This design comes from an exercise in tuning for small area on the open sky130 flow, not from production work.
In this exercise RTL edits were held to simulation tests only and were not proved equivalent to the original.
The clock port is modelled as an ideal driver; clocking choices that lean on that would not hold on a real chip.

## v6
// me221_fe
module me221_fe (
    input  wire        clk,
    input  wire        rst,          
    input  wire        cmd_valid,
    input  wire [15:0] cmd,
    output reg         resp_valid,
    output reg  [17:0] resp          
);
For scale: ~1000 cells after synthesis, about 180 flip-flops, roughly 38 I/O pins, ~9800 µm² of cells after synthesis.
clock: 8.0 ns
lec_check: 0
abc_area: 1
cap_margin: 20
core_margin: 2
core_utilization: 60
gpl_timing_driven: 0
slew_margin: 20
standard.sh (not shown) runs the stock make flow with config.mk's settings and CLKGATE_MAP_FILE= SYNTH_SCRIPT=/design/flow/synth_recipe.tcl, a recipe that flattens the netlist after the stock synthesis.
==> flow/flow/run.sh <==
#!/bin/bash
# Own layout flow: the standard ORFS flow (standard.sh), except for
#  - synthesis: the same script (synth_recipe.tcl), but ABC maps with the
#    area-oriented script flow/abc_area.script instead of ORFS's;
#  - clock tree: the clock_tree_synthesis options in flow/cts.args
#    (smaller buffers, no dummy loads);
#  - port buffers: buf_1 cells.
# Each tool's output goes to the ORFS logs under orfs/logs and to flow.log.
set -euo pipefail
here=$(pwd)
cat > my_synth.tcl <<EOF
proc abc {args} {
  set i [lsearch -exact \$args -script]
  if {\$i >= 0} { lset args [expr {\$i + 1}] $here/flow/abc_area.script }
  yosys abc {*}\$args
}
source $here/synth_recipe.tcl
EOF
CTS="$(tr '\n' ' ' < flow/cts.args)"
BUFP="-buffer_cell sky130_fd_sc_hd__buf_1"
sed -e "s#SYNTH_SCRIPT=[^ ]*#SYNTH_SCRIPT=$here/my_synth.tcl#" \
    -e "s#\"\${@:-finish}\"#CTS_ARGS=\"$CTS\" BUFFER_PORTS_ARGS=\"$BUFP\" \"\${@:-finish}\"#" \
    standard.sh > my_standard.sh
bash my_standard.sh > flow.log 2>&1
==> flow/flow/abc_area.script <==
strash
ifraig
scorr
dc2
strash
&get -n
&dch -f
&nf -R 1000 -E 100 -p
&put
strash
&get -n
&dch -f
&nf -R 1000 -E 100 -p
&put
==> flow/flow/cts.args <==
-sink_clustering_enable -repair_clock_nets -dont_use_dummy_load -buf_list sky130_fd_sc_hd__clkbuf_8 -sink_clustering_size 24 -sink_clustering_max_diameter 100
Edits applied to the flow inputs when going from v6 to v7:
Settings: CORE_UTILIZATION: 60 -> 55.
Findings:
- v7 reached the end of the flow, and the finished layout is clean on the timing, design-rule and antenna checks.
- Average wire length per cell after detail routing delta for v7 relative to v6: about 2.7% higher
- Critical path data arrival time was higher in v7 than in v6.
- Well tap count: v7 vs v6 up 9

* * *

## the baseline
me221_fe, a different RTL version from the one above (not shown whole).
Size in the first run: about 910 cells after synthesis, roughly 190 flip-flops, about 38 I/O pins, roughly 10000 um2 of cells after synthesis.
Settings: LEC_CHECK=0, ABC_AREA=1, CAP_MARGIN=20, CORE_MARGIN=2, CORE_UTILIZATION=55, GPL_TIMING_DRIVEN=0, SLEW_MARGIN=20; clock period 8.0 ns.
==> flow/flow/run.sh <==
#!/bin/bash
# Own layout flow: the standard ORFS flow (standard.sh), except for
#  - synthesis: the same script (synth_recipe.tcl), but ABC maps with the
#    area-oriented script flow/abc_area.script instead of ORFS's;
#  - clock tree: smaller clock buffers, no dummy loads;
#  - port buffers: buf_1 cells.
# Each tool's output goes to the ORFS logs under orfs/logs and to flow.log.
set -euo pipefail
here=$(pwd)
cat > my_synth.tcl <<EOF
proc abc {args} {
  set i [lsearch -exact \$args -script]
  if {\$i >= 0} { lset args [expr {\$i + 1}] $here/flow/abc_area.script }
  yosys abc {*}\$args
}
source $here/synth_recipe.tcl
EOF
CTS="-sink_clustering_enable -repair_clock_nets -dont_use_dummy_load -buf_list sky130_fd_sc_hd__clkbuf_8 -sink_clustering_size 24 -sink_clustering_max_diameter 100"
BUFP="-buffer_cell sky130_fd_sc_hd__buf_1"
sed -e "s#SYNTH_SCRIPT=[^ ]*#SYNTH_SCRIPT=$here/my_synth.tcl#" \
    -e "s#\"\${@:-finish}\"#CTS_ARGS=\"$CTS\" BUFFER_PORTS_ARGS=\"$BUFP\" \"\${@:-finish}\"#" \
    standard.sh > my_standard.sh
bash my_standard.sh > flow.log 2>&1
==> flow/flow/abc_area.script <==
strash
ifraig
scorr
dc2
strash
&get -n
&dch -f
&nf -R 1000 -E 100 -p
&put
The following lists how the candidate was set up differently from the baseline:
- CTS_CLUSTER_SIZE newly set to 24
- CORE_UTILIZATION changed from 55 to 60
- CTS_BUF_LIST newly set to sky130_fd_sc_hd__clkbuf_8
- CTS_CLUSTER_DIAMETER newly set to 100
==> flow/run.sh (new file) <==
#!/bin/bash
# synth_recipe.tcl (not shown) runs the flow's synth.tcl, then flattens the netlist and writes it again
# the make line also repeats each setting of config.mk as NAME=value (left out here)
make -C /OpenROAD-flow-scripts/flow DESIGN_CONFIG=/design/flow/config.mk WORK_HOME=/design/flow/orfs CLKGATE_MAP_FILE= SYNTH_SCRIPT=/design/flow/synth_recipe.tcl finish
removed: flow/flow/run.sh
removed: flow/flow/abc_area.script
removed: flow/standard.sh
### Flow results
Run comparison: the candidate critical path capture point u_rx.ba[14]; the baseline critical path capture point u_rx.ba[15]
Looking at post-synthesis mux area share across the candidate and the baseline, the one that comes out higher is the baseline.
The candidate vs the baseline, slowest stage cell on the critical path: sky130_fd_sc_hd__nor2_1 vs sky130_fd_sc_hd__nor2_2
Total routing resource utilization after global routing: higher on the candidate
Compared with the baseline, the router placed more vias in the candidate.
In the candidate the synthesized area turned out about 10% higher than in the baseline.

==> afterwards: timing with drivers on the ports <==
The results above use ideal ports. As a check the final layouts listed here were re-extracted and re-timed, cells and wires unchanged.
Step 1, drivers: a clkbuf_16 drives clk and a buf_2 each remaining input, both assumed.
Step 2 adds t to the input delays and takes it off the output delays; t is the mean of the earliest and latest rising clock arrival at the registers after step 1. Input paths then give back, and output paths get back, about the clock's delay inside the block.
Slacks: ideal ports / drivers / drivers and shift; pairs: ideal ports / drivers.
run | t, ns | setup slack, ns | worst setup path at the end
v6 | 0.516 | 1.006 / 1.031 / 0.516 | input to register
v7 | 0.516 | 0.879 / 0.906 / 0.389 | input to register
the baseline | 0.497 | 0.708 / 0.728 / 0.231 | input to register
the candidate | 0.524 | 0.280 / 0.303 / -0.221 | input to register
With both steps, setup timing fails in the candidate, where it was met with ideal ports. For the candidate, which loses most, drivers alone change the setup slack by +0.023 ns; drivers and shift together by -0.501 ns.
